Context: an optimization exercise on an open-source flow, tuned for small area, a short achievable clock period and few clock cycles per item. The choices shown serve that exercise and are no tape-out recipe. Function was checked by simulation only, so behaviour that the tests miss may differ from the original. Power figures rest on the tool's default switching activity, not on a simulated workload.

$ cat run.sh
#!/bin/bash
# synth_recipe.tcl (not shown) runs the flow's synth.tcl, then flattens the netlist and writes it again
# the make line also repeats each setting of config.mk as NAME=value (left out here)
make -C /OpenROAD-flow-scripts/flow DESIGN_CONFIG=/design/flow/config.mk WORK_HOME=/design/flow/orfs CLKGATE_MAP_FILE= SYNTH_SCRIPT=/design/flow/synth_recipe.tcl finish
$ cat config.mk
export PLATFORM = sky130hd
export DESIGN_NAME = dtg_wpe
export DESIGN_NICKNAME = dtg_wpe
export VERILOG_FILES = /design/flow/design.v
export SDC_FILE = /design/flow/constraint.sdc
export NUM_CORES = 4
export LEC_CHECK = 0
export CAP_MARGIN = 20
export CORE_MARGIN = 2
export CORE_UTILIZATION = 40
export PLACE_DENSITY = 0.6
export SETUP_SLACK_MARGIN = 5
export SLEW_MARGIN = 20
$ cat constraint.sdc
create_clock -name core_clock -period 10.0 [get_ports {clk}]
set_input_delay 2.0000 -clock core_clock [delete_from_list [all_inputs] [get_ports {clk}]]
set_output_delay 2.0000 -clock core_clock [all_outputs]
set_load 0.01 [all_outputs]
$ cat design.v
module dtg_wpe (
    input  wire        clk,
    input  wire        rst,           
    input  wire        start,
    input  wire        op,
    input  wire [31:0] freq_hz,
    input  wire [31:0] duty_raw,      
    input  wire [31:0] dt_raw,        
    input  wire [11:0] div16_in,
    input  wire [15:0] top_in,
    output wire        ready,
    output reg         done,
    output reg         err,
    output reg  [11:0] div16,
    output reg  [15:0] top,
    output wire [31:0] cc,
    output wire [15:0] eff_ticks,
    output wire [31:0] achieved_dt_ns,
    output wire [31:0] achieved_freq
);
    localparam [31:0] K0 = 32'd2000000000;    
    localparam [17:0] K1 = 18'd244140;        
    reg        busy;
    reg aSET, aDIV, aDINC, aD1, aD2, aC, aWM, aFIN, aDONE;
    reg phQ, phC;            
    reg ksel;                
    reg d16;                 
    reg topv;                
    reg d2v;                 
    reg dv;                  
    reg [29:0] ra;           
    reg [29:0] ya;           
    reg [31:0] y3;           
    reg [25:0] qa;           
    reg  [4:0] cnta;         
    reg  [1:0] kb;           
    reg mWTOP, mD2, mA, mWT, mE2, mE3, mADT, mDONE;
    reg needd2;
    reg [20:0] acc;          
    reg  [2:0] cntm;
    reg [16:0] duty_q;       
    reg  [4:0] mwin;         
    reg tWD, tSAT, tDIV, tDONE;
    reg [12:0] rt;           
    reg [15:0] nq;           
    reg  [4:0] cntt;
    reg        sat;
    reg [15:0] a_r;
    reg [15:0] b_r;
    reg [26:0] adt;
    assign ready          = ~busy;
    assign cc             = {b_r, a_r};
    assign eff_ticks      = nq;
    assign achieved_dt_ns = {5'd0, adt};
    assign achieved_freq  = {7'd0, qa[24:0]};
    wire        f_err   = (freq_hz < 32'd4) | (freq_hz > 32'd41666666);
    wire        f_big   = (freq_hz > 32'd953);
    wire        d16_in  = (div16_in == 12'd16);
    wire [16:0] duty_c  = duty_raw[31]               ? 17'd0 :
                          (duty_raw > 32'h0001_0000) ? 17'h1_0000 :
                                                       duty_raw[16:0];
    wire [27:0] dt_c    = dt_raw[31]          ? 28'd0 :
                          (|dt_raw[30:27])    ? 28'h800_0000 :
                                                {1'b0, dt_raw[26:0]};
    function [4:0] msb30(input [29:0] v);
        integer i;
        begin
            msb30 = 5'd0;
            for (i = 0; i < 30; i = i + 1)
                if (v[i]) msb30 = i[4:0];
        end
    endfunction
    function kbit(input [4:0] idx);
        begin
            kbit = (idx != 5'd31) & K0[idx];
        end
    endfunction
    wire [4:0]  ym      = msb30(ya);
    wire [4:0]  ridx    = 5'd31 - ym + {4'd0, ym[0] ^ ~ksel};
    wire [4:0]  k_init  = ridx - 5'd2;
    wire [31:0] r_init  = K0 >> ridx;
    wire [1:0]  kb_init = {kbit(ridx - 5'd1), kbit(k_init)};
    wire [1:0]  kb_next = {kbit(cnta - 5'd1), kbit(cnta - 5'd2)};
    wire        alast   = (cnta == {1'b0, ksel, ksel, 1'b0, ksel});    
    wire [31:0] sh      = {ra, kb};
    wire [31:0] ax = ({32{aDIV}} & sh) |
                     ({32{aSET}} & {ya, 2'b00}) |
                     ({32{aD1}}  & {2'b0, ra}) |
                     ({32{aD2}}  & {14'd0, K1});
    wire [32:0] az  = {1'b0, ax} - {3'b0, ya};
    wire [32:0] az2 = {1'b0, sh} - {2'b0, ya, 1'b0};
    wire [32:0] az3 = {1'b0, sh} - {1'b0, y3};
    wire        ge1 = ~az[32];
    wire        ge2 = ~az2[32];
    wire        ge3 = ~az3[32];
    wire [29:0] rnext = ge3 ? az3[29:0] : ge2 ? az2[29:0] : ge1 ? az[29:0] : sh[29:0];
    wire [1:0]  qd    = {ge2, ge3 | (ge1 & ~ge2)};
    wire [25:0] qinc = qa + 26'd1;
    wire [16:0] qdec = qa[16:0] - 17'd1;
    function [4:0] dwin(input [11:0] d, input [2:0] j);
        reg [16:0] dx;
        begin
            dx   = {4'd0, d, 1'b0};
            dwin = dx >> {j[1:0], 2'b00};
        end
    endfunction
    wire [2:0]  w0    = mwin[2:0];
    wire [2:0]  w1    = mwin[4:2];
    wire        bneg0 = w0[2] & ~(w0[1] & w0[0]);
    wire        btwo0 = (w0 == 3'b011) | (w0 == 3'b100);
    wire        bone0 = w0[1] ^ w0[0];
    wire        bneg1 = w1[2] & ~(w1[1] & w1[0]);
    wire        btwo1 = (w1 == 3'b011) | (w1 == 3'b100);
    wire        bone1 = w1[1] ^ w1[0];
    wire [15:0] mx    = mADT ? nq : top;
    wire [18:0] bmag0 = ({19{btwo0}} & {2'b0, mx, 1'b0}) | ({19{bone0}} & {3'b0, mx});
    wire [18:0] bmag1 = ({19{btwo1}} & {2'b0, mx, 1'b0}) | ({19{bone1}} & {3'b0, mx});
    wire [18:0] pp0   = bmag0 ^ {19{bneg0}};               
    wire [18:0] pp1   = bmag1 ^ {19{bneg1}};
    wire        mB    = mD2 | mA | mADT;
    wire [20:0] mo1 = ({21{mB}}  & acc) |
                      ({21{mWT}} & {5'b0, a_r}) |
                      ({21{mE3}} & {5'b0, b_r});
    wire [20:0] mo2 = ({21{mB}}  & {{2{pp0[18]}}, pp0}) |
                      ({21{mWT}} & {5'b0, nq}) |
                      ({21{mE3}} & ~{5'b0, a_r});
    wire [20:0] mo3 = {21{mB}} & {pp1, bneg1, bneg1};
    wire [20:0] cs_s = mo1 ^ mo2 ^ mo3;
    wire [20:0] cs_c = (mo1 & mo2) | (mo1 & mo3) | (mo2 & mo3);
    wire        mc0  = (mB & bneg0) | mE3;
    wire        mcin = (mB & bneg1) | (mWT & (|rt));
    wire [21:0] msum1 = {cs_s, 1'b1} + {cs_c[19:0], mc0, mcin};
    wire [20:0] msum = msum1[21:1];
    wire [20:0] mshr = {{4{msum[20]}}, msum[20:4]};
    wire        s_lt = acc[16:0] < {1'b0, top};
    wire [2:0]  cntm1 = cntm + 3'd1;
    wire [12:0] tsh  = tSAT ? rt : {rt[11:0], nq[15]};
    wire [13:0] tz   = {1'b0, tsh} - {2'b0, div16};
    wire        tge  = ~tz[13];
    wire        t8   = (rt == 13'd0) & ({4'd0, nq[15:8]} < div16);
    wire a_fin = aFIN | aDONE;
    wire m_fin = mDONE | (mADT & (cntm == 3'd3)) | (mE3 & d16);
    wire fin   = a_fin & m_fin;
    always @(posedge clk) begin
        done <= 1'b0;
        if (!busy) begin
            err    <= ~op & f_err;
            topv   <= 1'b0;
            d2v    <= 1'b0;
            dv     <= 1'b0;
            sat    <= 1'b0;
            duty_q <= duty_c;
            rt     <= dt_c[27:15];
            nq     <= {dt_c[14:0], 1'b0};
            cntm   <= 3'd0;
            ya     <= {freq_hz[25:0], 4'd0};
            div16  <= op ? div16_in : 12'd16;
            top    <= top_in;
            acc    <= d16_in ? 21'd1 : {9'd0, div16_in};
            mwin   <= d16_in ? 5'b00001 : {div16_in[3:0], 1'b0};
            d16    <= op ? d16_in : f_big;
            needd2 <= op | ~f_big;
            ksel   <= ~op & ~f_big;
            phQ    <= ~op & ~f_big;
            phC    <= ~op & f_big;
            if (start) begin
                busy <= 1'b1;
                if (op) begin
                    mD2   <= 1'b1;
                    aWM   <= 1'b1;
                    tSAT  <= 1'b1;
                end else if (f_err) begin
                    aDONE <= 1'b1;
                    mDONE <= 1'b1;
                    tDONE <= 1'b1;
                end else if (f_big) begin
                    aSET  <= 1'b1;
                    mWTOP <= 1'b1;
                    tSAT  <= 1'b1;
                end else begin
                    aSET  <= 1'b1;
                    mWTOP <= 1'b1;
                    tWD   <= 1'b1;
                end
            end
        end else begin
            if (aSET) begin
                ra   <= r_init[29:0];
                y3   <= az[31:0];
                cnta <= k_init;
                kb   <= kb_init;
                qa   <= 26'd0;
                aSET <= 1'b0;
                aDIV <= 1'b1;
            end
            if (aDIV) begin
                ra   <= rnext;
                qa   <= {qa[23:0], qd};
                cnta <= cnta - 5'd2;
                kb   <= kb_next;
                if (alast) begin
                    aDIV  <= 1'b0;
                    aDINC <= phQ;
                    aC    <= phC;
                    aFIN  <= ~phQ & ~phC;
                end
            end
            if (aDINC) begin
                div16 <= qinc[11:0];
                dv    <= 1'b1;
                aDINC <= 1'b0;
                aD1   <= 1'b1;
            end
            if (aD1) begin
                ya  <= az[29:0];
                aD1 <= 1'b0;
                aD2 <= 1'b1;
            end
            if (aD2) begin
                ya   <= {4'd0, az[29:4]};
                ksel <= 1'b0;
                phQ  <= 1'b0;
                phC  <= 1'b1;
                aD2  <= 1'b0;
                aSET <= 1'b1;
            end
            if (aC) begin
                qa   <= {1'b0, qinc[25:1]};
                top  <= qdec[16:1];
                topv <= 1'b1;
                phC  <= 1'b0;
                aC   <= 1'b0;
                if (d16) begin
                    ya   <= {9'd0, qinc[17:1], 4'd0};
                    aSET <= 1'b1;
                end else begin
                    aWM  <= 1'b1;
                end
            end
            if (aWM && d2v) begin
                aWM  <= 1'b0;
                aSET <= 1'b1;
            end
            if (aFIN) begin
                qa    <= {1'b0, qinc[25:1]};
                aFIN  <= 1'b0;
                aDONE <= 1'b1;
            end
            if (mWTOP && topv) begin
                cntm  <= 3'd0;
                mWTOP <= 1'b0;
                if (needd2) begin
                    acc  <= {9'd0, div16};
                    mwin <= {div16[3:0], 1'b0};
                    mD2  <= 1'b1;
                end else begin
                    acc  <= 21'd0;
                    mwin <= {duty_q[3:0], 1'b0};
                    mA   <= 1'b1;
                end
            end
            if (mD2) begin
                ya[15:0] <= {msum[3:0], ya[15:4]};
                acc  <= mshr;
                cntm <= cntm1;
                mwin <= dwin(div16, cntm1);
                if (d16 || cntm == 3'd3) begin
                    if (d16) ya <= {9'd0, msum[16:0], 4'd0};
                    else     ya[29:16] <= mshr[13:0];
                    d2v  <= 1'b1;
                    acc  <= 21'd0;
                    cntm <= 3'd0;
                    mwin <= {duty_q[3:0], 1'b0};
                    mD2  <= 1'b0;
                    mA   <= 1'b1;
                end
            end
            if (mA) begin
                acc    <= mshr;
                duty_q <= {4'd0, duty_q[16:4]};
                mwin   <= duty_q[7:3];
                cntm   <= cntm1;
                if (cntm == 3'd4) begin
                    a_r <= msum[15:0];
                    mA  <= 1'b0;
                    mWT <= 1'b1;
                end
            end
            if (mWT && tDONE) begin
                mWT <= 1'b0;
                if (sat) begin
                    b_r <= top;
                    mE3 <= 1'b1;
                end else begin
                    acc <= msum;
                    mE2 <= 1'b1;
                end
            end
            if (mE2) begin
                b_r <= s_lt ? acc[15:0] : top;
                mE2 <= 1'b0;
                mE3 <= 1'b1;
            end
            if (mE3) begin
                nq    <= msum[15:0];
                adt   <= {8'd0, msum[15:0], 3'd0};
                acc   <= 21'd1;
                cntm  <= 3'd0;
                mwin  <= {div16[3:0], 1'b0};
                mE3   <= 1'b0;
                mADT  <= ~d16;
                mDONE <= d16;
            end
            if (mADT) begin
                adt[14:0] <= {msum[3:0], adt[14:4]};
                acc  <= mshr;
                cntm <= cntm1;
                mwin <= dwin(div16, cntm1);
                if (cntm == 3'd3) begin
                    adt[26:15] <= mshr[11:0];
                    mADT  <= 1'b0;
                    mDONE <= 1'b1;
                end
            end
            if (tWD && dv) begin
                tWD  <= 1'b0;
                tSAT <= 1'b1;
            end
            if (tSAT) begin
                tSAT <= 1'b0;
                if (tge) begin
                    sat   <= 1'b1;
                    tDONE <= 1'b1;
                end else if (t8) begin
                    rt   <= {5'd0, nq[15:8]};
                    nq   <= {nq[7:0], 8'd0};
                    cntt <= 5'd8;
                    tDIV <= 1'b1;
                end else begin
                    cntt <= 5'd16;
                    tDIV <= 1'b1;
                end
            end
            if (tDIV) begin
                rt   <= tge ? tz[12:0] : tsh;
                nq   <= {nq[14:0], tge};
                cntt <= cntt - 5'd1;
                if (cntt == 5'd1) begin
                    tDIV  <= 1'b0;
                    tDONE <= 1'b1;
                end
            end
            if (fin) begin
                done <= 1'b1;
                busy <= 1'b0;
                {aSET, aDIV, aDINC, aD1, aD2, aC, aWM, aFIN, aDONE} <= 9'd0;
                {mWTOP, mD2, mA, mWT, mE2, mE3, mADT, mDONE} <= 8'd0;
                {tWD, tSAT, tDIV, tDONE} <= 4'd0;
            end
        end
        if (rst) begin
            busy <= 1'b0;
            done <= 1'b0;
            {aSET, aDIV, aDINC, aD1, aD2, aC, aWM, aFIN, aDONE} <= 9'd0;
            {mWTOP, mD2, mA, mWT, mE2, mE3, mADT, mDONE} <= 8'd0;
            {tWD, tSAT, tDIV, tDONE} <= 4'd0;
        end
    end
endmodule
==> run notes, run 1 <==
# TYPE chip_impl_metric gauge
chip_impl_metric{name="wl_met2",unit="um"} 47900
chip_impl_metric{name="drt-initial-drc-count",unit=""} 3165
chip_impl_metric{name="netlist_instances",unit=""} 3346
chip_impl_info{name="holdCritPathClass",value="register to register"} 1
chip_impl_info{name="cts_root_buf",value="sky130_fd_sc_hd__clkbuf_16"} 1
chip_impl_metric{name="share_of_synthesized_cell_area_in_and_or_nand_and_nor_gates",unit="%"} 16.7
chip_impl_metric{name="layout_worst_path_cycle_share",unit="%"} 48.2
chip_impl_metric{name="wl_per_cell",unit="um"} 24.3
chip_impl_info{name="startpoint_type",value="register"} 1
chip_impl_metric{name="synth_edf_count",unit=""} 227
chip_impl_metric{name="worst_hold_margin",unit="ps"} 452
chip_impl_metric{name="via_count_of_the_first_global_routing_pass",unit=""} 25400
chip_impl_metric{name="grt_first_pass_wirelength",unit="um"} 160000
chip_impl_metric{name="timing.setup.tns",unit="ps"} 0
chip_impl_metric{name="chipHeight",unit="um"} 269
chip_impl_metric{name="portion_of_netlist_area_occupied_by_mux_cells",unit="%"} 4.37
chip_impl_metric{name="finish.instance_area",unit="mm^2"} 0.0330
chip_impl_metric{name="place.detailed.instances",unit=""} 4375
chip_impl_metric{name="r2r_cells",unit=""} 20
chip_impl_metric{name="r2r_setup_slack",unit="ps"} 5180
chip_impl_metric{name="routedLengthMet1",unit="um"} 44400
chip_impl_metric{name="dpl.hpwl",unit="um"} 81300
chip_impl_info{name="dr.max_layer_used",value="met5"} 1
chip_impl_info{name="ys_top_cells_by_area",value="sky130_fd_sc_hd__edfxtp_1 24%, sky130_fd_sc_hd__ha_1 7.5%, sky130_fd_sc_hd__dfxtp_1 6.9%, sky130_fd_sc_hd__a21oi_1 4.4%, sky130_fd_sc_hd__o21ai_0 4.2%"} 1
chip_impl_info{name="timing.critical_path.to",value="acc[16]"} 1
chip_impl_metric{name="num_rows",unit=""} 97
chip_impl_info{name="launch_point_of_the_worst_path",value="mwin[0]"} 1
chip_impl_metric{name="ys_types",unit=""} 99
chip_impl_metric{name="ir_worst_vdd",unit="uV"} 106
chip_impl_metric{name="yosys.area_share.xor_xnor",unit="%"} 5.84
chip_impl_metric{name="clock-skew-final",unit="ps"} 24.0
chip_impl_info{name="r2r-end",value="acc[16]"} 1
chip_impl_info{name="yosys.area.top_type",value="sky130_fd_sc_hd__edfxtp_1"} 1
chip_impl_info{name="crit_path_end_kind",value="register"} 1
chip_impl_metric{name="fin_crit",unit="ps"} 4820
chip_impl_metric{name="final-instance-count-excl-fill",unit=""} 4466
chip_impl_metric{name="grt_antenna_before_repair",unit=""} 4
chip_impl_info{name="synth_top_flop_cell",value="sky130_fd_sc_hd__edfxtp_1"} 1
chip_impl_info{name="regToRegStartpoint",value="mwin[0]"} 1
chip_impl_metric{name="globalRoute.totalOverflow",unit=""} 0
chip_impl_metric{name="groute.usage.overall",unit="%"} 29.1
chip_impl_metric{name="ys_seq_elements",unit=""} 324
chip_impl_metric{name="area.growth.synth_to_final",unit="%"} 17.4
chip_impl_metric{name="clk_latency",unit="ps"} 600
chip_impl_metric{name="gp_routability_congestion",unit=""} 0.952
chip_impl_metric{name="die_area",unit="mm^2"} 0.0723
chip_impl_metric{name="ys_seq_area_share",unit="%"} 31.2
chip_impl_metric{name="routed_via_density",unit=""} 6.13
chip_impl_info{name="mostFrequentLayoutCells",value="294 x sky130_fd_sc_hd__nor2_1, 275 x sky130_fd_sc_hd__nand2_1, 258 x sky130_fd_sc_hd__clkdlybuf4s50_1, 243 x sky130_fd_sc_hd__a21oi_1"} 1
chip_impl_metric{name="vias",unit=""} 27400
chip_impl_metric{name="tightestPinTransition",unit="ps"} 1110
chip_impl_metric{name="crit_required",unit="ps"} 10490
chip_impl_info{name="grt_setup_unrepaired",value="true"} 1
chip_impl_info{name="critPathKind",value="register to register"} 1
chip_impl_metric{name="cts_max_path_buffers",unit=""} 3
chip_impl_info{name="tritoncts",value="yes"} 1
chip_impl_metric{name="share_of_flip_flops_with_an_asynchronous_set_or_reset",unit="%"} 0
chip_impl_metric{name="htree_levels",unit=""} 2
chip_impl_info{name="leading_cell_type_in_the_layout_fill_and_taps_excluded",value="sky130_fd_sc_hd__nor2_1"} 1
chip_impl_metric{name="total_leakage_power",unit="uW"} 0.0128
chip_impl_metric{name="fp.dieW",unit="um"} 269
chip_impl_info{name="status",value="finished clean"} 1
chip_impl_metric{name="count_of_final_hold_check_violations",unit=""} 0
chip_impl_metric{name="post_route_cells_drive_above_1_share",unit="%"} 7.55
chip_impl_metric{name="synth.avg_cell_area",unit="um^2"} 8.39
chip_impl_metric{name="cts_inserted_buffers",unit=""} 41
chip_impl_metric{name="highest_fanout_seen_on_the_critical_path",unit=""} 10
chip_impl_metric{name="filler_cell_count",unit=""} 6830
chip_impl_metric{name="grt_start_max_net_pins",unit=""} 88
chip_impl_metric{name="dr.pass1.iters",unit=""} 9
chip_impl_metric{name="drcViolationCount",unit=""} 0
chip_impl_metric{name="max-cap-violations",unit=""} 0
chip_impl_metric{name="timing.final.max_slew_violations",unit=""} 0
chip_impl_metric{name="placed_cell_area",unit="mm^2"} 0.0313
chip_impl_metric{name="fmax",unit="MHz"} 207
chip_impl_metric{name="initial_core_util",unit="%"} 40.2
chip_impl_metric{name="core_area",unit="mm^2"} 0.0698
chip_impl_metric{name="synth-warning-count",unit=""} 1
chip_impl_metric{name="p_per_area",unit="mW/mm^2"} 164
chip_impl_metric{name="clk_pin_slew_worst_paths",unit="ps"} 60
chip_impl_metric{name="synthAdderAreaFrac",unit="%"} 9.31
chip_impl_metric{name="slew-limit-headroom",unit="%"} 25.6
chip_impl_metric{name="cts.sink_count",unit=""} 324
chip_impl_metric{name="cts_hold_buffers",unit=""} 0
chip_impl_metric{name="synth_top_cell_area_share",unit="%"} 24.3
chip_impl_metric{name="synth_compound_area_share",unit="%"} 25.9
chip_impl_metric{name="critPathArrivalTime",unit="ps"} 5310
chip_impl_info{name="synth_top_family_by_area",value="compound AO/OA/AOI/OAI gates"} 1
chip_impl_metric{name="drt_wl_total",unit="um"} 108000
chip_impl_metric{name="route.antenna.remaining_nets",unit=""} 0
chip_impl_metric{name="port_buffers",unit=""} 258
chip_impl_metric{name="setup_viol",unit=""} 0
chip_impl_metric{name="final_nets",unit=""} 3813
chip_impl_metric{name="top_level_ports",unit=""} 271
chip_impl_metric{name="wl_met3",unit="um"} 9760
chip_impl_metric{name="post_synth_instance_area",unit="mm^2"} 0.0281
chip_impl_metric{name="post-layout-total-power",unit="uW"} 5390
-- cell families after synthesis --
family	count (synthesis)
compound gates	1074
simple gates	999
buf+inv	455
flops	324
fa+ha+maj	194
xor+xnor	183
mux	116
other cells	1
-- worst min path at each step --
stage	from	end	slack (ps)	depth (start not counted)
4_1_cts	tWD	tWD	460	2
3_3_place_gp	tWD	tWD	450	2
2_1_floorplan	tWD	tWD	440	2
5_1_grt	tWD	tWD	480	2
6_report	tWD	tWD	450	2
3_5_place_dp	tWD	tWD	450	2
-- power breakdown --
| group | switching [uW] | leakage (uW) | internal [uW] |
|---|---|---|---|
| sequential | 144 | 0.00297 | 1570 |
| clock | 671 | 0.000693 | 922 |
| combinational | 1300 | 0.00912 | 786 |
-- repair_timing --
| item | in CTS | in global routing |
|---|---|---|
| pin swaps | 3 | 7 |
| cloned | 1 | 1 |
| setup endpoints to repair | 88 | 77 |
| gates resized for setup | 13 | 33 |
| buffers inserted | 5 | 6 |
-- worst max-delay path: stages (launching register included) --
cell	delay, ps
sky130_fd_sc_hd__edfxtp_1	410
sky130_fd_sc_hd__ha_1	250
sky130_fd_sc_hd__mux2_4	370
sky130_fd_sc_hd__a22oi_1	230
sky130_fd_sc_hd__xnor2_1	90
sky130_fd_sc_hd__a222oi_1	350
sky130_fd_sc_hd__fa_1	480
sky130_fd_sc_hd__inv_1	70
sky130_fd_sc_hd__ha_1	260
sky130_fd_sc_hd__and2_1	170
sky130_fd_sc_hd__a221o_1	380
sky130_fd_sc_hd__o211a_1	250
sky130_fd_sc_hd__o21ai_2	100
sky130_fd_sc_hd__buf_4	150
sky130_fd_sc_hd__buf_4	100
sky130_fd_sc_hd__o2111a_1	210
sky130_fd_sc_hd__nor2_1	80
sky130_fd_sc_hd__a211oi_2	270
sky130_fd_sc_hd__or3_4	180
sky130_fd_sc_hd__o21ai_0	100
sky130_fd_sc_hd__o21a_1	200
-- stage by stage --
step | utilization [%] | setup WS [ps]
3_5_place_dp | 44.8 | 4350
5_1_grt | 47.2 | 4970
3_3_place_gp | 44.8 | 4450
4_1_cts | 47.0 | 4940
2_1_floorplan | - | 5100
6_report | 47.2 | 5180
-- registers in the layout, summed over array words and instances (netlist names), 12 cells and up --
signal,count
y3,32
ra,30
ya,30
adt,27
qa,26
acc,21
duty_q,17
a_r,16
b_r,16
nq,16
top,16
rt,13
div16,12
-- Yosys cell counts, types with 12 or more instances --
library cell               number
sky130_fd_sc_hd__nor2_1       300
sky130_fd_sc_hd__nand2_1      275
sky130_fd_sc_hd__a21oi_1      245
sky130_fd_sc_hd__o21ai_0      236
sky130_fd_sc_hd__edfxtp_1     227
sky130_fd_sc_hd__inv_1        224
sky130_fd_sc_hd__ha_1         169
sky130_fd_sc_hd__clkbuf_1     151
sky130_fd_sc_hd__xnor2_1      110
sky130_fd_sc_hd__dfxtp_1       97
sky130_fd_sc_hd__nand3_1       96
sky130_fd_sc_hd__a22oi_1       82
sky130_fd_sc_hd__nor3_1        76
sky130_fd_sc_hd__xor2_1        69
sky130_fd_sc_hd__mux2i_1       67
sky130_fd_sc_hd__a21o_1        50
sky130_fd_sc_hd__mux2_2        48
sky130_fd_sc_hd__a222oi_1      47
sky130_fd_sc_hd__a211oi_1      42
sky130_fd_sc_hd__a31oi_1       39
sky130_fd_sc_hd__buf_4         37
sky130_fd_sc_hd__and2_1        35
sky130_fd_sc_hd__nor4_1        35
sky130_fd_sc_hd__o211ai_1      34
sky130_fd_sc_hd__o21a_1        34
sky130_fd_sc_hd__nand2b_1      32
sky130_fd_sc_hd__a22o_1        30
sky130_fd_sc_hd__nor2b_1       30
sky130_fd_sc_hd__o22ai_1       27
sky130_fd_sc_hd__fa_1          25
sky130_fd_sc_hd__and3_1        24
sky130_fd_sc_hd__buf_1         24
sky130_fd_sc_hd__a221oi_1      22
sky130_fd_sc_hd__o31ai_1       19
sky130_fd_sc_hd__nand4_1       18
sky130_fd_sc_hd__buf_2         16
sky130_fd_sc_hd__or2_2         15
sky130_fd_sc_hd__a221o_1       14
sky130_fd_sc_hd__nand3b_1      13
sky130_fd_sc_hd__a211o_1       12
sky130_fd_sc_hd__a21boi_0      12
sky130_fd_sc_hd__or3_1         12
-- area by class of cell --
type	count	area, um^2	area share [%]
clock buffer	51	1100	3.35
multi-input combinational	2580	17700	53.6
timing repair buffer	317	3080	9.34
antenna	2	5.00	0.0152
clock inverter	25	302	0.915
inverter	227	852	2.58
sequential	324	8780	26.6
tap	940	1180	3.57
-- metal layers --
layer	GRT usage, %	vias up
met3	4.11	299
met1	38.9	13000
li1	-	12700
met5	0	-
met4	15.1	6
met2	45.7	1372
Testbench counts, summed over its fixed seeds: cycles 53,482, items 2,400.
==> inputs of run 2 (changes only) <==
--- a/design.v
+++ b/design.v
@@ -22,5 +22,5 @@
     localparam [17:0] K1 = 18'd244140;        
     reg        busy;
-    reg aSET, aDIV, aDINC, aD1, aD2, aC, aWM, aFIN, aDONE;
+    reg aSET, aDIV, aDINC, aD1, aD2, aC, aWM, aDONE;
     reg phQ, phC;            
     reg ksel;                
@@ -40,5 +40,5 @@
     reg  [2:0] cntm;
     reg [16:0] duty_q;       
-    reg  [4:0] mwin;         
+    reg  [5:0] mbd;          
     reg tWD, tSAT, tDIV, tDONE;
     reg [12:0] rt;           
@@ -49,9 +49,11 @@
     reg [15:0] b_r;
     reg [26:0] adt;
+    wire [25:0] qinc = qa + 26'd1;
+    wire [16:0] qdec = qa[16:0] - 17'd1;
     assign ready          = ~busy;
     assign cc             = {b_r, a_r};
     assign eff_ticks      = nq;
     assign achieved_dt_ns = {5'd0, adt};
-    assign achieved_freq  = {7'd0, qa[24:0]};
+    assign achieved_freq  = {7'd0, qinc[25:1]};    
     wire        f_err   = (freq_hz < 32'd4) | (freq_hz > 32'd41666666);
     wire        f_big   = (freq_hz > 32'd953);
@@ -96,6 +98,4 @@
     wire [29:0] rnext = ge3 ? az3[29:0] : ge2 ? az2[29:0] : ge1 ? az[29:0] : sh[29:0];
     wire [1:0]  qd    = {ge2, ge3 | (ge1 & ~ge2)};
-    wire [25:0] qinc = qa + 26'd1;
-    wire [16:0] qdec = qa[16:0] - 17'd1;
     function [4:0] dwin(input [11:0] d, input [2:0] j);
         reg [16:0] dx;
@@ -105,12 +105,21 @@
         end
     endfunction
-    wire [2:0]  w0    = mwin[2:0];
-    wire [2:0]  w1    = mwin[4:2];
-    wire        bneg0 = w0[2] & ~(w0[1] & w0[0]);
-    wire        btwo0 = (w0 == 3'b011) | (w0 == 3'b100);
-    wire        bone0 = w0[1] ^ w0[0];
-    wire        bneg1 = w1[2] & ~(w1[1] & w1[0]);
-    wire        btwo1 = (w1 == 3'b011) | (w1 == 3'b100);
-    wire        bone1 = w1[1] ^ w1[0];
+    wire [4:0]  nwin = ~busy ? (d16_in ? 5'b00001 : {div16_in[3:0], 1'b0}) :
+                       mA    ? duty_q[7:3] :
+                       ((mD2 & ~d16 & (cntm != 3'd3)) | mADT) ? dwin(div16, cntm1) :
+                       (mE3 | (mWTOP & needd2)) ? {div16[3:0], 1'b0} :
+                                                  {duty_q[3:0], 1'b0};
+    wire [5:0]  nbd  = {nwin[4] & ~(nwin[3] & nwin[2]),
+                        (nwin[4:2] == 3'b011) | (nwin[4:2] == 3'b100),
+                        nwin[3] ^ nwin[2],
+                        nwin[2] & ~(nwin[1] & nwin[0]),
+                        (nwin[2:0] == 3'b011) | (nwin[2:0] == 3'b100),
+                        nwin[1] ^ nwin[0]};
+    wire        bneg1 = mbd[5];
+    wire        btwo1 = mbd[4];
+    wire        bone1 = mbd[3];
+    wire        bneg0 = mbd[2];
+    wire        btwo0 = mbd[1];
+    wire        bone0 = mbd[0];
     wire [15:0] mx    = mADT ? nq : top;
     wire [18:0] bmag0 = ({19{btwo0}} & {2'b0, mx, 1'b0}) | ({19{bone0}} & {3'b0, mx});
@@ -139,9 +148,10 @@
     wire        tge  = ~tz[13];
     wire        t8   = (rt == 13'd0) & ({4'd0, nq[15:8]} < div16);
-    wire a_fin = aFIN | aDONE;
+    wire a_fin = (aDIV & alast & ~phQ & ~phC) | aDONE;
     wire m_fin = mDONE | (mADT & (cntm == 3'd3)) | (mE3 & d16);
     wire fin   = a_fin & m_fin;
     always @(posedge clk) begin
         done <= 1'b0;
+        mbd  <= nbd;
         if (!busy) begin
             err    <= ~op & f_err;
@@ -158,5 +168,4 @@
             top    <= top_in;
             acc    <= d16_in ? 21'd1 : {9'd0, div16_in};
-            mwin   <= d16_in ? 5'b00001 : {div16_in[3:0], 1'b0};
             d16    <= op ? d16_in : f_big;
             needd2 <= op | ~f_big;
@@ -203,5 +212,5 @@
                     aDINC <= phQ;
                     aC    <= phC;
-                    aFIN  <= ~phQ & ~phC;
+                    aDONE <= ~phQ & ~phC;
                 end
             end
@@ -242,9 +251,4 @@
                 aSET <= 1'b1;
             end
-            if (aFIN) begin
-                qa    <= {1'b0, qinc[25:1]};
-                aFIN  <= 1'b0;
-                aDONE <= 1'b1;
-            end
             if (mWTOP && topv) begin
                 cntm  <= 3'd0;
@@ -252,9 +256,7 @@
                 if (needd2) begin
                     acc  <= {9'd0, div16};
-                    mwin <= {div16[3:0], 1'b0};
                     mD2  <= 1'b1;
                 end else begin
                     acc  <= 21'd0;
-                    mwin <= {duty_q[3:0], 1'b0};
                     mA   <= 1'b1;
                 end
@@ -264,5 +266,4 @@
                 acc  <= mshr;
                 cntm <= cntm1;
-                mwin <= dwin(div16, cntm1);
                 if (d16 || cntm == 3'd3) begin
                     if (d16) ya <= {9'd0, msum[16:0], 4'd0};
@@ -271,5 +272,4 @@
                     acc  <= 21'd0;
                     cntm <= 3'd0;
-                    mwin <= {duty_q[3:0], 1'b0};
                     mD2  <= 1'b0;
                     mA   <= 1'b1;
@@ -279,5 +279,4 @@
                 acc    <= mshr;
                 duty_q <= {4'd0, duty_q[16:4]};
-                mwin   <= duty_q[7:3];
                 cntm   <= cntm1;
                 if (cntm == 3'd4) begin
@@ -307,5 +306,4 @@
                 acc   <= 21'd1;
                 cntm  <= 3'd0;
-                mwin  <= {div16[3:0], 1'b0};
                 mE3   <= 1'b0;
                 mADT  <= ~d16;
@@ -316,5 +314,4 @@
                 acc  <= mshr;
                 cntm <= cntm1;
-                mwin <= dwin(div16, cntm1);
                 if (cntm == 3'd3) begin
                     adt[26:15] <= mshr[11:0];
@@ -354,5 +351,5 @@
                 done <= 1'b1;
                 busy <= 1'b0;
-                {aSET, aDIV, aDINC, aD1, aD2, aC, aWM, aFIN, aDONE} <= 9'd0;
+                {aSET, aDIV, aDINC, aD1, aD2, aC, aWM, aDONE} <= 8'd0;
                 {mWTOP, mD2, mA, mWT, mE2, mE3, mADT, mDONE} <= 8'd0;
                 {tWD, tSAT, tDIV, tDONE} <= 4'd0;
@@ -362,5 +359,5 @@
             busy <= 1'b0;
             done <= 1'b0;
-            {aSET, aDIV, aDINC, aD1, aD2, aC, aWM, aFIN, aDONE} <= 9'd0;
+            {aSET, aDIV, aDINC, aD1, aD2, aC, aWM, aDONE} <= 8'd0;
             {mWTOP, mD2, mA, mWT, mE2, mE3, mADT, mDONE} <= 8'd0;
             {tWD, tSAT, tDIV, tDONE} <= 4'd0;
==> flow/run.sh (new file) <==
#!/bin/bash
set -euo pipefail
cd "$(dirname "$0")/.."
export SETUP_SLACK_MARGIN=6
bash standard.sh > standard.log 2>&1
==> standard.sh (new file) <==
#!/bin/bash
# synth_recipe.tcl (not shown) runs the flow's synth.tcl, then flattens the netlist and writes it again
# the make line also repeats each setting of config.mk as NAME=value (left out here)
make -C /OpenROAD-flow-scripts/flow DESIGN_CONFIG=/design/flow/config.mk WORK_HOME=/design/flow/orfs CLKGATE_MAP_FILE= SYNTH_SCRIPT=/design/flow/synth_recipe.tcl "${@:-finish}"
--- a/config.mk
+++ b/config.mk
@@ -10,4 +10,3 @@
 export CORE_UTILIZATION = 40
 export PLACE_DENSITY = 0.6
-export SETUP_SLACK_MARGIN = 5
 export SLEW_MARGIN = 20
removed: run.sh
==> run 2 against run 1 <==
Synthesized area decreased by 1.5%; maximum frequency increased by 1.7%; core utilization up 6.9 points.
==> run notes, run 2 <==
# TYPE chip_impl_metric gauge
chip_impl_info{name="status",value="finished clean"} 1
chip_impl_info{name="yosys.area.top_type",value="sky130_fd_sc_hd__edfxtp_1"} 1
chip_impl_metric{name="route.antenna.remaining_nets",unit=""} 0
chip_impl_info{name="synth_top_family_by_area",value="compound AO/OA/AOI/OAI gates"} 1
chip_impl_metric{name="synth_top_cell_area_share",unit="%"} 24.1
chip_impl_info{name="holdCritPathClass",value="register to register"} 1
chip_impl_metric{name="yosys.area_share.xor_xnor",unit="%"} 5.82
chip_impl_metric{name="setup_viol",unit=""} 0
chip_impl_metric{name="final_nets",unit=""} 3957
chip_impl_metric{name="globalRoute.totalOverflow",unit=""} 0
chip_impl_info{name="ys_top_cells_by_area",value="sky130_fd_sc_hd__edfxtp_1 24%, sky130_fd_sc_hd__ha_1 7.6%, sky130_fd_sc_hd__dfxtp_1 7.4%, sky130_fd_sc_hd__a21oi_1 4.6%, sky130_fd_sc_hd__xnor2_1 4.1%"} 1
chip_impl_metric{name="via_count_of_the_first_global_routing_pass",unit=""} 26500
chip_impl_info{name="cell_family_with_the_largest_share_of_critical_path_delay",value="compound AO/OA/AOI/OAI gates"} 1
chip_impl_info{name="cts_root_buf",value="sky130_fd_sc_hd__clkbuf_16"} 1
chip_impl_info{name="crit_path_end_kind",value="register"} 1
chip_impl_metric{name="chipHeight",unit="um"} 267
chip_impl_metric{name="vias",unit=""} 29200
chip_impl_metric{name="htree_levels",unit=""} 2
chip_impl_metric{name="clk_latency",unit="ps"} 600
chip_impl_info{name="critPathKind",value="register to register"} 1
chip_impl_metric{name="core_area",unit="mm^2"} 0.0686
chip_impl_metric{name="grt_antenna_before_repair",unit=""} 5
chip_impl_metric{name="dr.pass1.iters",unit=""} 10
chip_impl_info{name="tritoncts",value="yes"} 1
chip_impl_metric{name="drt-initial-drc-count",unit=""} 4183
chip_impl_metric{name="critPathMaxStageDelay",unit="ps"} 500
chip_impl_metric{name="finish.instance_area",unit="mm^2"} 0.0371
chip_impl_metric{name="grt_first_pass_wirelength",unit="um"} 171000
chip_impl_metric{name="grt_start_max_net_pins",unit=""} 167
chip_impl_metric{name="cts_inserted_buffers",unit=""} 40
chip_impl_metric{name="fp.dieW",unit="um"} 267
chip_impl_info{name="largest_registers",value="y3 x32, ra x30, ya x30"} 1
chip_impl_info{name="worstPathCellList",value="buf_12 > buf_12 > nand2_1 > o21ai_4 > a22oi_2 > xnor2_1 > a222oi_1 > fa_1 > inv_1 > ha_4 > and3_4 > o2111ai_2 > a21o_1 > a21oi_4 > o31ai_4 > o31a_4 > o21ai_4 > xor2_4 > buf_6 > buf_16 > o22ai_1 > o221a_2"} 1
chip_impl_metric{name="ir_worst_vdd",unit="uV"} 110
chip_impl_metric{name="max-cap-violations",unit=""} 0
chip_impl_metric{name="drt_wl_total",unit="um"} 119000
chip_impl_metric{name="crit_required",unit="ps"} 10490
chip_impl_metric{name="synth_compound_area_share",unit="%"} 26.3
chip_impl_info{name="synth_most_common_cell",value="sky130_fd_sc_hd__nand2_1"} 1
chip_impl_metric{name="portion_of_netlist_area_occupied_by_mux_cells",unit="%"} 5.00
chip_impl_metric{name="wl_per_cell",unit="um"} 25.8
chip_impl_metric{name="post-layout-total-power",unit="uW"} 5970
chip_impl_metric{name="post_synth_instance_area",unit="mm^2"} 0.0277
chip_impl_metric{name="netlist_instances",unit=""} 3249
chip_impl_info{name="critical_path.slowest_cell",value="sky130_fd_sc_hd__fa_1"} 1
chip_impl_metric{name="total_leakage_power",unit="uW"} 0.0149
chip_impl_metric{name="slew-limit-headroom",unit="%"} 21.0
chip_impl_metric{name="synthAdderAreaFrac",unit="%"} 9.45
chip_impl_metric{name="num_rows",unit=""} 96
chip_impl_metric{name="ys_seq_elements",unit=""} 324
chip_impl_metric{name="dpl.hpwl",unit="um"} 81500
chip_impl_metric{name="post_route_cells_drive_above_1_share",unit="%"} 20.5
chip_impl_metric{name="ys_types",unit=""} 91
chip_impl_metric{name="path_buf_inv",unit=""} 5
chip_impl_metric{name="fin_crit",unit="ps"} 4740
chip_impl_metric{name="timing.setup.tns",unit="ps"} 0
chip_impl_metric{name="ys_seq_area_share",unit="%"} 31.5
chip_impl_metric{name="port_buffers",unit=""} 258
chip_impl_info{name="register_containing_the_most_flip_flops_in_the_final_layout",value="y3"} 1
chip_impl_info{name="startpoint_type",value="register"} 1
chip_impl_metric{name="tightestPinTransition",unit="ps"} 1180
chip_impl_metric{name="layout_worst_path_cycle_share",unit="%"} 47.4
chip_impl_metric{name="drcViolationCount",unit=""} 0
chip_impl_metric{name="synth.avg_cell_area",unit="um^2"} 8.51
chip_impl_metric{name="cts_max_path_buffers",unit=""} 3
chip_impl_metric{name="critPathArrivalTime",unit="ps"} 5230
chip_impl_metric{name="highest_fanout_seen_on_the_critical_path",unit=""} 11
chip_impl_info{name="grt_setup_unrepaired",value="true"} 1
chip_impl_info{name="mostFrequentLayoutCells",value="235 x sky130_fd_sc_hd__nor2_1, 234 x sky130_fd_sc_hd__nand2_1, 231 x sky130_fd_sc_hd__clkdlybuf4s50_1, 228 x sky130_fd_sc_hd__a21oi_1, 222 x sky130_fd_sc_hd__edfxtp_1"} 1
chip_impl_metric{name="initial_core_util",unit="%"} 40.3
chip_impl_metric{name="count_of_final_hold_check_violations",unit=""} 0
chip_impl_metric{name="worst_hold_margin",unit="ps"} 491
chip_impl_info{name="leading_cell_type_in_the_layout_fill_and_taps_excluded",value="sky130_fd_sc_hd__nor2_1"} 1
chip_impl_metric{name="groute.usage.overall",unit="%"} 31.5
chip_impl_metric{name="synth_edf_count",unit=""} 222
chip_impl_metric{name="fmax",unit="MHz"} 211
chip_impl_metric{name="largest_register_ffs",unit=""} 32
chip_impl_metric{name="die_area",unit="mm^2"} 0.0713
chip_impl_metric{name="setup_slack",unit="ps"} 5260
chip_impl_metric{name="area.growth.synth_to_final",unit="%"} 34.3
chip_impl_metric{name="synth-warning-count",unit=""} 1
chip_impl_metric{name="clk_pin_slew_worst_paths",unit="ps"} 60
chip_impl_metric{name="clock-skew-final",unit="ps"} 36.5
chip_impl_metric{name="routed_via_density",unit=""} 6.34
chip_impl_metric{name="p_per_area",unit="mW/mm^2"} 161
chip_impl_metric{name="share_of_flip_flops_with_an_asynchronous_set_or_reset",unit="%"} 0
chip_impl_metric{name="share_of_synthesized_cell_area_in_and_or_nand_and_nor_gates",unit="%"} 15.7
chip_impl_metric{name="placed_cell_area",unit="mm^2"} 0.0312
chip_impl_metric{name="gp_routability_congestion",unit=""} 0.970
chip_impl_metric{name="detailedPlace.worstSlack",unit="ps"} 4430
chip_impl_metric{name="top_level_ports",unit=""} 271
chip_impl_metric{name="timing.final.max_slew_violations",unit=""} 0
chip_impl_info{name="leading_post_synthesis_cells_by_instance_count",value="258 x sky130_fd_sc_hd__nand2_1, 255 x sky130_fd_sc_hd__nor2_1, 252 x sky130_fd_sc_hd__a21oi_1"} 1
chip_impl_info{name="synth_top_flop_cell",value="sky130_fd_sc_hd__edfxtp_1"} 1
chip_impl_metric{name="cts.sink_count",unit=""} 324
-- run 2: cell types whose count changed after synthesis, moves of 14 or more --
| cell | change |
|---|---|
| sky130_fd_sc_hd__a22o_1 | +18 |
| sky130_fd_sc_hd__nand3_1 | -21 |
| sky130_fd_sc_hd__o221ai_1 | +14 |
| sky130_fd_sc_hd__xnor2_1 | +18 |
| sky130_fd_sc_hd__clkbuf_1 | +15 |
| sky130_fd_sc_hd__mux2i_1 | +15 |
| sky130_fd_sc_hd__nand2_1 | -17 |
| sky130_fd_sc_hd__o21ai_0 | -32 |
| sky130_fd_sc_hd__buf_4 | -24 |
| sky130_fd_sc_hd__nor2_1 | -45 |
| sky130_fd_sc_hd__xor2_1 | -15 |
| sky130_fd_sc_hd__nor3_1 | -14 |
-- run 2: worst paths after layout --
check / startpoint / end / slack [ps] / cells past startpoint
hold / removal: dv / dv / 490 / 2
hold reg to reg: dv / dv / 490 / 2
setup reg to reg: mADT / acc[17] / 5260 / 22
setup / recovery: mADT / acc[17] / 5260 / 22
-- run 2: metal layers --
| metal | share of wire, % | global-route usage [%] | up-vias |
|---|---|---|---|
| met2 | 43 | 47.4 | 1784 |
| met4 | 4.8 | 12.0 | 2 |
| li1 | - | - | 12900 |
| met5 | 0.011 | 0 | - |
| met1 | 41 | 44.2 | 14100 |
| met3 | 11 | 6.44 | 364 |
-- run 2: cells by family after synthesis --
| group | count (synthesis) |
|---|---|
| flip-flops | 324 |
| XOR/XNOR | 183 |
| multiplexers | 131 |
| adder cells (fa/ha/maj) | 194 |
| AO/OA/AOI/OAI | 1064 |
| other | 1 |
| AND/OR/NAND/NOR | 913 |
| buffers and inverters | 439 |
-- run 2: layout make-up --
type                    count  area (um^2)
diodes                      1         2.50
inverters                 234          916
well taps                 931         1160
flip-flops and latches    324         8750
clock buffers              54         1130
multi-input cells        2498        19400
fillers                  6209        31400
repair buffers            537         5580
clock inverters            18          245
-- run 2: tightest hold or removal path, delay by kind of cell, from the launching register on --
kind	cells	cell delay, ps
and+or+nand+nor	2	120
DFF	1	320
-- run 2: what timing repair did --
| action | in CTS | in global routing |
|---|---|---|
| hold buffers | 0 | 0 |
| gates cloned | 15 | 3 |
| gates resized for setup | 415 | 259 |
| pin swaps | 101 | 148 |
| setup endpoints to repair | 203 | 187 |
| setup buffers | 140 | 73 |
| endpoints found under the hold margin | 0 | 0 |
-- run 2: through the flow --
stage / instances / util (%)
after floorplan: 3260 / -
after global placement: 4293 / 45.4
after detailed placement: 4293 / 45.4
after CTS: 4520 / 51.7
after global routing: 4596 / 54.2
final: 4597 / 54.2
-- run 2: where the power goes --
group	total (uW)	switching (uW)	internal (uW)
Clock	1580	635	945
Sequential	1720	161	1560
Combinational	2670	1500	1170
Testbench counts of run 2, summed over its fixed seeds: cycles 52,640, items 2,400.
==> inputs of run 3 (changes only) <==
--- a/design.v
+++ b/design.v
@@ -20,20 +20,21 @@
 );
     localparam [31:0] K0 = 32'd2000000000;    
-    localparam [17:0] K1 = 18'd244140;        
+    localparam [13:0] K1 = 14'd15258;         
     reg        busy;
     reg aSET, aDIV, aDINC, aD1, aD2, aC, aWM, aDONE;
     reg phQ, phC;            
-    reg ksel;                
+    reg  [4:0] koff;         
     reg d16;                 
     reg topv;                
     reg d2v;                 
     reg dv;                  
-    reg [29:0] ra;           
-    reg [29:0] ya;           
-    reg [31:0] y3;           
+    reg [27:0] ra;           
+    reg [27:0] ya;           
+    reg [29:0] y3;           
     reg [25:0] qa;           
     reg  [4:0] cnta;         
     reg  [1:0] kb;           
     reg mWTOP, mD2, mA, mWT, mE2, mE3, mADT, mDONE;
+    reg mB;                  
     reg needd2;
     reg [20:0] acc;          
@@ -65,10 +66,10 @@
                           (|dt_raw[30:27])    ? 28'h800_0000 :
                                                 {1'b0, dt_raw[26:0]};
-    function [4:0] msb30(input [29:0] v);
+    function [4:0] msb28(input [27:0] v);
         integer i;
         begin
-            msb30 = 5'd0;
-            for (i = 0; i < 30; i = i + 1)
-                if (v[i]) msb30 = i[4:0];
+            msb28 = 5'd0;
+            for (i = 0; i < 28; i = i + 1)
+                if (v[i]) msb28 = i[4:0];
         end
     endfunction
@@ -78,23 +79,23 @@
         end
     endfunction
-    wire [4:0]  ym      = msb30(ya);
-    wire [4:0]  ridx    = 5'd31 - ym + {4'd0, ym[0] ^ ~ksel};
+    wire [4:0]  ym      = msb28(ya);
+    wire [4:0]  ridx    = 5'd31 - ym + {4'd0, ~(ym[0] ^ koff[0])};
     wire [4:0]  k_init  = ridx - 5'd2;
     wire [31:0] r_init  = K0 >> ridx;
     wire [1:0]  kb_init = {kbit(ridx - 5'd1), kbit(k_init)};
     wire [1:0]  kb_next = {kbit(cnta - 5'd1), kbit(cnta - 5'd2)};
-    wire        alast   = (cnta == {1'b0, ksel, ksel, 1'b0, ksel});    
-    wire [31:0] sh      = {ra, kb};
-    wire [31:0] ax = ({32{aDIV}} & sh) |
-                     ({32{aSET}} & {ya, 2'b00}) |
-                     ({32{aD1}}  & {2'b0, ra}) |
-                     ({32{aD2}}  & {14'd0, K1});
-    wire [32:0] az  = {1'b0, ax} - {3'b0, ya};
-    wire [32:0] az2 = {1'b0, sh} - {2'b0, ya, 1'b0};
-    wire [32:0] az3 = {1'b0, sh} - {1'b0, y3};
-    wire        ge1 = ~az[32];
-    wire        ge2 = ~az2[32];
-    wire        ge3 = ~az3[32];
-    wire [29:0] rnext = ge3 ? az3[29:0] : ge2 ? az2[29:0] : ge1 ? az[29:0] : sh[29:0];
+    wire        alast   = (cnta == koff);
+    wire [29:0] sh      = {ra, kb};
+    wire [29:0] ax = ({30{aDIV}} & sh) |
+                     ({30{aSET}} & {ya, 2'b00}) |
+                     ({30{aD1}}  & {2'b0, ra}) |
+                     ({30{aD2}}  & {16'd0, K1});
+    wire [30:0] az  = {1'b0, ax} - {3'b0, ya};
+    wire [30:0] az2 = {1'b0, sh} - {2'b0, ya, 1'b0};
+    wire [30:0] az3 = {1'b0, sh} - {1'b0, y3};
+    wire        ge1 = ~az[30];
+    wire        ge2 = ~az2[30];
+    wire        ge3 = ~az3[30];
+    wire [27:0] rnext = ge3 ? az3[27:0] : ge2 ? az2[27:0] : ge1 ? az[27:0] : sh[27:0];
     wire [1:0]  qd    = {ge2, ge3 | (ge1 & ~ge2)};
     function [4:0] dwin(input [11:0] d, input [2:0] j);
@@ -127,5 +128,4 @@
     wire [18:0] pp0   = bmag0 ^ {19{bneg0}};               
     wire [18:0] pp1   = bmag1 ^ {19{bneg1}};
-    wire        mB    = mD2 | mA | mADT;
     wire [20:0] mo1 = ({21{mB}}  & acc) |
                       ({21{mWT}} & {5'b0, a_r}) |
@@ -164,5 +164,5 @@
             nq     <= {dt_c[14:0], 1'b0};
             cntm   <= 3'd0;
-            ya     <= {freq_hz[25:0], 4'd0};
+            ya     <= {2'b0, freq_hz[25:0]};
             div16  <= op ? div16_in : 12'd16;
             top    <= top_in;
@@ -170,5 +170,5 @@
             d16    <= op ? d16_in : f_big;
             needd2 <= op | ~f_big;
-            ksel   <= ~op & ~f_big;
+            koff   <= (op ? d16_in : f_big) ? 5'd4 : op ? 5'd0 : 5'd17;
             phQ    <= ~op & ~f_big;
             phC    <= ~op & f_big;
@@ -177,4 +177,5 @@
                 if (op) begin
                     mD2   <= 1'b1;
+                    mB    <= 1'b1;
                     aWM   <= 1'b1;
                     tSAT  <= 1'b1;
@@ -195,6 +196,6 @@
         end else begin
             if (aSET) begin
-                ra   <= r_init[29:0];
-                y3   <= az[31:0];
+                ra   <= r_init[27:0];
+                y3   <= az[29:0];
                 cnta <= k_init;
                 kb   <= kb_init;
@@ -222,11 +223,11 @@
             end
             if (aD1) begin
-                ya  <= az[29:0];
+                ya  <= az[27:0];
                 aD1 <= 1'b0;
                 aD2 <= 1'b1;
             end
             if (aD2) begin
-                ya   <= {4'd0, az[29:4]};
-                ksel <= 1'b0;
+                ya   <= az[27:0];
+                koff <= 5'd0;
                 phQ  <= 1'b0;
                 phC  <= 1'b1;
@@ -241,5 +242,5 @@
                 aC   <= 1'b0;
                 if (d16) begin
-                    ya   <= {9'd0, qinc[17:1], 4'd0};
+                    ya   <= {11'd0, qinc[17:1]};
                     aSET <= 1'b1;
                 end else begin
@@ -257,7 +258,9 @@
                     acc  <= {9'd0, div16};
                     mD2  <= 1'b1;
+                    mB   <= 1'b1;
                 end else begin
                     acc  <= 21'd0;
                     mA   <= 1'b1;
+                    mB   <= 1'b1;
                 end
             end
@@ -267,6 +270,6 @@
                 cntm <= cntm1;
                 if (d16 || cntm == 3'd3) begin
-                    if (d16) ya <= {9'd0, msum[16:0], 4'd0};
-                    else     ya[29:16] <= mshr[13:0];
+                    if (d16) ya <= {11'd0, msum[16:0]};
+                    else     ya[27:16] <= mshr[11:0];
                     d2v  <= 1'b1;
                     acc  <= 21'd0;
@@ -283,4 +286,5 @@
                     a_r <= msum[15:0];
                     mA  <= 1'b0;
+                    mB  <= 1'b0;
                     mWT <= 1'b1;
                 end
@@ -308,4 +312,5 @@
                 mE3   <= 1'b0;
                 mADT  <= ~d16;
+                mB    <= ~d16;
                 mDONE <= d16;
             end
@@ -317,4 +322,5 @@
                     adt[26:15] <= mshr[11:0];
                     mADT  <= 1'b0;
+                    mB    <= 1'b0;
                     mDONE <= 1'b1;
                 end
@@ -352,5 +358,5 @@
                 busy <= 1'b0;
                 {aSET, aDIV, aDINC, aD1, aD2, aC, aWM, aDONE} <= 8'd0;
-                {mWTOP, mD2, mA, mWT, mE2, mE3, mADT, mDONE} <= 8'd0;
+                {mWTOP, mD2, mA, mWT, mE2, mE3, mADT, mDONE, mB} <= 9'd0;
                 {tWD, tSAT, tDIV, tDONE} <= 4'd0;
             end
@@ -360,5 +366,5 @@
             done <= 1'b0;
             {aSET, aDIV, aDINC, aD1, aD2, aC, aWM, aDONE} <= 8'd0;
-            {mWTOP, mD2, mA, mWT, mE2, mE3, mADT, mDONE} <= 8'd0;
+            {mWTOP, mD2, mA, mWT, mE2, mE3, mADT, mDONE, mB} <= 9'd0;
             {tWD, tSAT, tDIV, tDONE} <= 4'd0;
         end
==> flow/run.sh (replaced) <==
#!/bin/bash
set -euo pipefail
cd "$(dirname "$0")/.."
export SETUP_SLACK_MARGIN=6.5
export BUFFER_PORTS_ARGS="-buffer_cell sky130_fd_sc_hd__buf_1"
bash standard.sh > standard.log 2>&1
--- a/config.mk
+++ b/config.mk
@@ -9,4 +9,5 @@
 export CORE_MARGIN = 2
 export CORE_UTILIZATION = 40
+export CTS_BUF_LIST = sky130_fd_sc_hd__clkbuf_8
 export PLACE_DENSITY = 0.6
 export SLEW_MARGIN = 20
==> run 3 against run 2 <==
Clock skew is 33 ps higher; largest power group unchanged; synthesized cell count is 1.4% lower; largest cell class unchanged; die area is 1.8% lower; worst hold slack worse by 1.9 ps; core utilization is 1.3 points higher; non-clock buffer count is 98 higher.
==> run notes, run 3 <==
# TYPE chip_impl_metric gauge
chip_impl_metric{name="clock_power_share",unit="%"} 23.2
chip_impl_metric{name="fin_crit",unit="ps"} 4500
chip_impl_metric{name="ys_seq_elements",unit=""} 321
chip_impl_metric{name="initial_core_util",unit="%"} 40.4
chip_impl_info{name="r2r-end",value="ya[15]"} 1
chip_impl_metric{name="timing.setup.tns",unit="ps"} 0
chip_impl_metric{name="routed_via_density",unit=""} 6.33
chip_impl_info{name="synth_top_flop_cell",value="sky130_fd_sc_hd__edfxtp_1"} 1
chip_impl_metric{name="ir_worst_vdd",unit="uV"} 112
chip_impl_metric{name="clock-skew-final",unit="ps"} 69.7
chip_impl_metric{name="p_seq_share",unit="%"} 27.6
chip_impl_metric{name="dpl.hpwl",unit="um"} 81200
chip_impl_metric{name="gp_routability_congestion",unit=""} 0.952
chip_impl_metric{name="count_of_final_hold_check_violations",unit=""} 0
chip_impl_metric{name="largest_register_ffs",unit=""} 30
chip_impl_metric{name="chipHeight",unit="um"} 265
chip_impl_metric{name="max-cap-violations",unit=""} 0
chip_impl_info{name="yosys.area.top_type",value="sky130_fd_sc_hd__edfxtp_1"} 1
chip_impl_metric{name="power.internal",unit="uW"} 3640
chip_impl_metric{name="top_level_ports",unit=""} 271
chip_impl_info{name="ys_top_cells_by_area",value="sky130_fd_sc_hd__edfxtp_1 24%, sky130_fd_sc_hd__ha_1 7.5%, sky130_fd_sc_hd__dfxtp_1 7.4%, sky130_fd_sc_hd__a21oi_1 5.1%, sky130_fd_sc_hd__xnor2_1 4.1%"} 1
chip_impl_metric{name="drt_wl_total",unit="um"} 120000
chip_impl_metric{name="synth_top_cell_area_share",unit="%"} 24.3
chip_impl_metric{name="globalRoute.totalOverflow",unit=""} 0
chip_impl_info{name="critPathKind",value="register to output port"} 1
chip_impl_metric{name="netlist_instances",unit=""} 3203
chip_impl_info{name="leading_cell_type_in_the_layout_fill_and_taps_excluded",value="sky130_fd_sc_hd__nor2_1"} 1
chip_impl_metric{name="core_area",unit="mm^2"} 0.0672
chip_impl_metric{name="post_synth_instance_area",unit="mm^2"} 0.0272
chip_impl_metric{name="post_route_cells_drive_above_1_share",unit="%"} 28.6
chip_impl_metric{name="worstHoldPathCells",unit=""} 2
chip_impl_metric{name="highest_fanout_seen_on_the_critical_path",unit=""} 4
chip_impl_info{name="leading_post_synthesis_cells_by_instance_count",value="278 x sky130_fd_sc_hd__a21oi_1, 261 x sky130_fd_sc_hd__nor2_1, 237 x sky130_fd_sc_hd__nand2_1"} 1
chip_impl_metric{name="grt_antenna_before_repair",unit=""} 11
chip_impl_metric{name="ys_seq_area_share",unit="%"} 31.8
chip_impl_metric{name="finish.instance_area",unit="mm^2"} 0.0372
chip_impl_metric{name="htree_levels",unit=""} 2
chip_impl_info{name="largest_registers",value="y3 x30, ra x28, ya x28"} 1
chip_impl_metric{name="cts_inserted_buffers",unit=""} 60
chip_impl_metric{name="worst_hold_margin",unit="ps"} 489
chip_impl_metric{name="critPathMaxStageDelay",unit="ps"} 450
chip_impl_metric{name="cts.sink_count",unit=""} 321
chip_impl_metric{name="via_count_of_the_first_global_routing_pass",unit=""} 27100
chip_impl_metric{name="tightestPinTransition",unit="ps"} 989
chip_impl_info{name="startpoint_type",value="register"} 1
chip_impl_metric{name="num_rows",unit=""} 95
chip_impl_metric{name="clk_pin_slew_worst_paths",unit="ps"} 70
chip_impl_metric{name="synth-warning-count",unit=""} 1
chip_impl_metric{name="drt-initial-drc-count",unit=""} 3956
chip_impl_metric{name="clk_latency",unit="ps"} 740
chip_impl_metric{name="layout_worst_path_cycle_share",unit="%"} 45.0
chip_impl_metric{name="synth.avg_cell_area",unit="um^2"} 8.48
chip_impl_info{name="worstPathCellList",value="nand3_4 > nor3_4 > buf_4 > buf_6 > nand4_1 > xnor2_2 > buf_1"} 1
chip_impl_metric{name="drcViolationCount",unit=""} 0
chip_impl_info{name="holdCritPathClass",value="register to register"} 1
chip_impl_metric{name="timing.final.max_slew_violations",unit=""} 0
chip_impl_metric{name="power.share.switching",unit="%"} 40.6
chip_impl_metric{name="die_area",unit="mm^2"} 0.0700
chip_impl_metric{name="fmax",unit="MHz"} 222
chip_impl_metric{name="path_buf_inv",unit=""} 3
chip_impl_info{name="tritoncts",value="yes"} 1
chip_impl_info{name="mostFrequentLayoutCells",value="238 x sky130_fd_sc_hd__nor2_1, 231 x sky130_fd_sc_hd__buf_1, 230 x sky130_fd_sc_hd__a21oi_1, 221 x sky130_fd_sc_hd__buf_4, 220 x sky130_fd_sc_hd__edfxtp_1"} 1
chip_impl_metric{name="final-instance-count-excl-fill",unit=""} 4646
chip_impl_info{name="register_containing_the_most_flip_flops_in_the_final_layout",value="y3"} 1
chip_impl_info{name="regToRegStartpoint",value="mADT"} 1
chip_impl_metric{name="power.combinational.fraction",unit="%"} 49.2
chip_impl_info{name="cell_family_with_the_largest_share_of_critical_path_delay",value="simple AND/OR/NAND/NOR gates"} 1
chip_impl_metric{name="setup_viol",unit=""} 0
chip_impl_metric{name="r2r_cells",unit=""} 18
chip_impl_metric{name="placed_cell_area",unit="mm^2"} 0.0294
chip_impl_metric{name="ys_types",unit=""} 94
chip_impl_metric{name="groute.usage.overall",unit="%"} 32.2
chip_impl_metric{name="p_sw",unit="uW"} 2490
chip_impl_metric{name="slew-limit-headroom",unit="%"} 34.0
chip_impl_metric{name="critPathArrivalTime",unit="ps"} 2500
chip_impl_info{name="critical_path.slowest_cell",value="sky130_fd_sc_hd__edfxtp_1"} 1
chip_impl_metric{name="share_of_flip_flops_with_an_asynchronous_set_or_reset",unit="%"} 0
chip_impl_metric{name="port_buffers",unit=""} 258
chip_impl_metric{name="dr.pass1.iters",unit=""} 9
chip_impl_metric{name="final_nets",unit=""} 4030
chip_impl_info{name="timing.critical_path.to",value="achieved_freq[12]"} 1
chip_impl_info{name="grt_setup_unrepaired",value="true"} 1
chip_impl_info{name="launch_point_of_the_worst_path",value="qa[2]"} 1
chip_impl_metric{name="total_leakage_power",unit="uW"} 0.0148
chip_impl_metric{name="fp.dieW",unit="um"} 265
chip_impl_metric{name="route.antenna.remaining_nets",unit=""} 0
chip_impl_info{name="synth_most_common_cell",value="sky130_fd_sc_hd__a21oi_1"} 1
chip_impl_metric{name="grt_start_max_net_pins",unit=""} 76
chip_impl_metric{name="grt_first_pass_wirelength",unit="um"} 173000
chip_impl_metric{name="area.growth.synth_to_final",unit="%"} 37.0
chip_impl_metric{name="p_per_area",unit="mW/mm^2"} 165
chip_impl_metric{name="place.detailed.instances",unit=""} 4188
chip_impl_info{name="crit_path_end_kind",value="output port"} 1
chip_impl_metric{name="wl_per_cell",unit="um"} 25.9
chip_impl_metric{name="crit_required",unit="ps"} 8000
chip_impl_metric{name="vias",unit=""} 29400
chip_impl_info{name="cts_root_buf",value="sky130_fd_sc_hd__clkbuf_8"} 1
chip_impl_metric{name="cts_max_path_buffers",unit=""} 3
chip_impl_metric{name="synth_edf_count",unit=""} 220
chip_impl_info{name="status",value="finished clean"} 1
chip_impl_metric{name="critical_path_cell_count",unit=""} 7
chip_impl_metric{name="r2r_setup_slack",unit="ps"} 5680
-- run 3: changes by cell type after synthesis, sizes merged, moves of 11 or more --
| cell | change |
|---|---|
| mux2i | -32 |
| a21oi | +26 |
| nor3 | +24 |
| nand2 | -21 |
| a211oi | -14 |
| a221o | +11 |
| o21a | -11 |
-- run 3: routing by layer --
metal / vias up / GRT usage (%) / share of wire (%)
met5: - / 0 / 0.042
met4: 8 / 12.8 / 4.9
met3: 391 / 7.12 / 11
met2: 1825 / 51.0 / 45
met1: 14200 / 42.7 / 39
li1: 13000 / - / -
-- run 3: repair_timing --
item / CTS / global route
hold endpoints to repair: 0 / 0
gates resized for setup: 515 / 252
setup buffers: 236 / 84
hold buffers: 0 / 0
pin swaps: 216 / 164
cloned: 14 / 3
setup endpoints to repair: 230 / 192
-- run 3: kinds of logic (layout without fill, tap and decap cells) --
kind of cell | Yosys count | count (layout) | share of synthesized area (%)
AO/OA/AOI/OAI | 1064 | 1064 | 26.6
AND/OR/NAND/NOR | 914 | 918 | 16.0
buffers and inverters | 429 | 973 | 6.19
flip-flops | 321 | 321 | 31.8
adder cells (fa/ha/maj) | 188 | 188 | 9.35
XOR/XNOR | 180 | 183 | 5.90
multiplexers | 106 | 106 | 4.16
other | 1 | 20 | 0.0138
-- run 3: layout make-up --
class | count | area, um^2
repair buffers | 635 | 4950
clock inverters | 39 | 293
inverters | 224 | 878
flip-flops and latches | 321 | 8700
multi-input cells | 2471 | 20300
clock buffers | 74 | 1020
repair inverters | 1 | 3.75
fillers | 5916 | 29900
diodes | 8 | 20.0
well taps | 873 | 1090
-- run 3: worst min-delay path by stage --
stage / slack (ps) / startpoint / endpoint
detailed placement: 480 / aC / aC
CTS: 490 / aC / aC
finish: 490 / aC / aC
floorplan: 450 / tWD / tWD
global placement: 470 / aC / aC
global route: 520 / aC / aC
-- run 3: power groups by stage --
stage	Sequential [uW]	Combinational, uW	Clock, uW
final	1690	3020	1420
after global routing	1700	3170	1480
after CTS	1680	2640	1430
after detailed placement	1720	1930	0
after global placement	1720	1930	0
after floorplan	1640	1390	0
-- run 3: through the flow --
stage | total power [uW] | setup WS [ps] | util, %
after detailed placement | 3660 | 4850 | 43.8
after global placement | 3650 | 4890 | 43.8
final | 6140 | 5500 | 55.4
after global routing | 6340 | 5440 | 55.4
after CTS | 5750 | 5510 | 52.6
after floorplan | 3030 | 6220 | -
-- run 3: worst register-to-register path: stages (launching register included) --
cell	delay, ps
sky130_fd_sc_hd__dfxtp_4	440
sky130_fd_sc_hd__buf_12	140
sky130_fd_sc_hd__mux2_4	330
sky130_fd_sc_hd__nand2_4	90
sky130_fd_sc_hd__xnor2_2	60
sky130_fd_sc_hd__a221o_1	340
sky130_fd_sc_hd__fa_2	500
sky130_fd_sc_hd__fa_2	450
sky130_fd_sc_hd__a211oi_4	230
sky130_fd_sc_hd__o21a_2	210
sky130_fd_sc_hd__o211ai_1	110
sky130_fd_sc_hd__buf_4	170
sky130_fd_sc_hd__a31o_4	220
sky130_fd_sc_hd__a21oi_4	250
sky130_fd_sc_hd__buf_12	150
sky130_fd_sc_hd__xnor2_4	110
sky130_fd_sc_hd__buf_4	180
sky130_fd_sc_hd__mux2i_4	180
sky130_fd_sc_hd__o21ai_1	70
Testbench counts of run 3, summed over its fixed seeds: cycles 52,640, items 2,400.

separate check: timing with driven ports:
The results above use ideal ports. As a check the final layouts listed here were re-extracted and re-timed, cells and wires unchanged. Step 1 sets driving cells, clkbuf_16 on the clock port and buf_2 on the other inputs (assumed; they add their load-dependent delay and slew). Step 2, shift: input delay + t, output delay - t, t = (earliest + latest rising clock arrival at the registers) / 2. This alone moves slack from input paths to output paths. Slacks: no drivers / after step 1 / after step 2; pairs: no drivers / after step 1.
run	t, ns	setup WS [ns]	hold WS [ns]	slew at the worst register clock pin (ns)	pins driven straight from the clock port
run 1	0.658	5.178 / 5.178 / 4.844	0.452 / 0.452 / 0.452	0.07 / 0.07	1
run 2	0.639	5.259 / 5.259 / 5.259	0.491 / 0.491 / 0.491	0.07 / 0.07	1
run 3	0.775	5.499 / 5.433 / 5.675	0.489 / 0.489 / 0.489	0.08 / 0.08	1
After both steps every run listed still meets setup and hold. For run 1, which loses most, drivers alone change the setup slack by 0.000 ns; drivers and shift together by -0.334 ns.
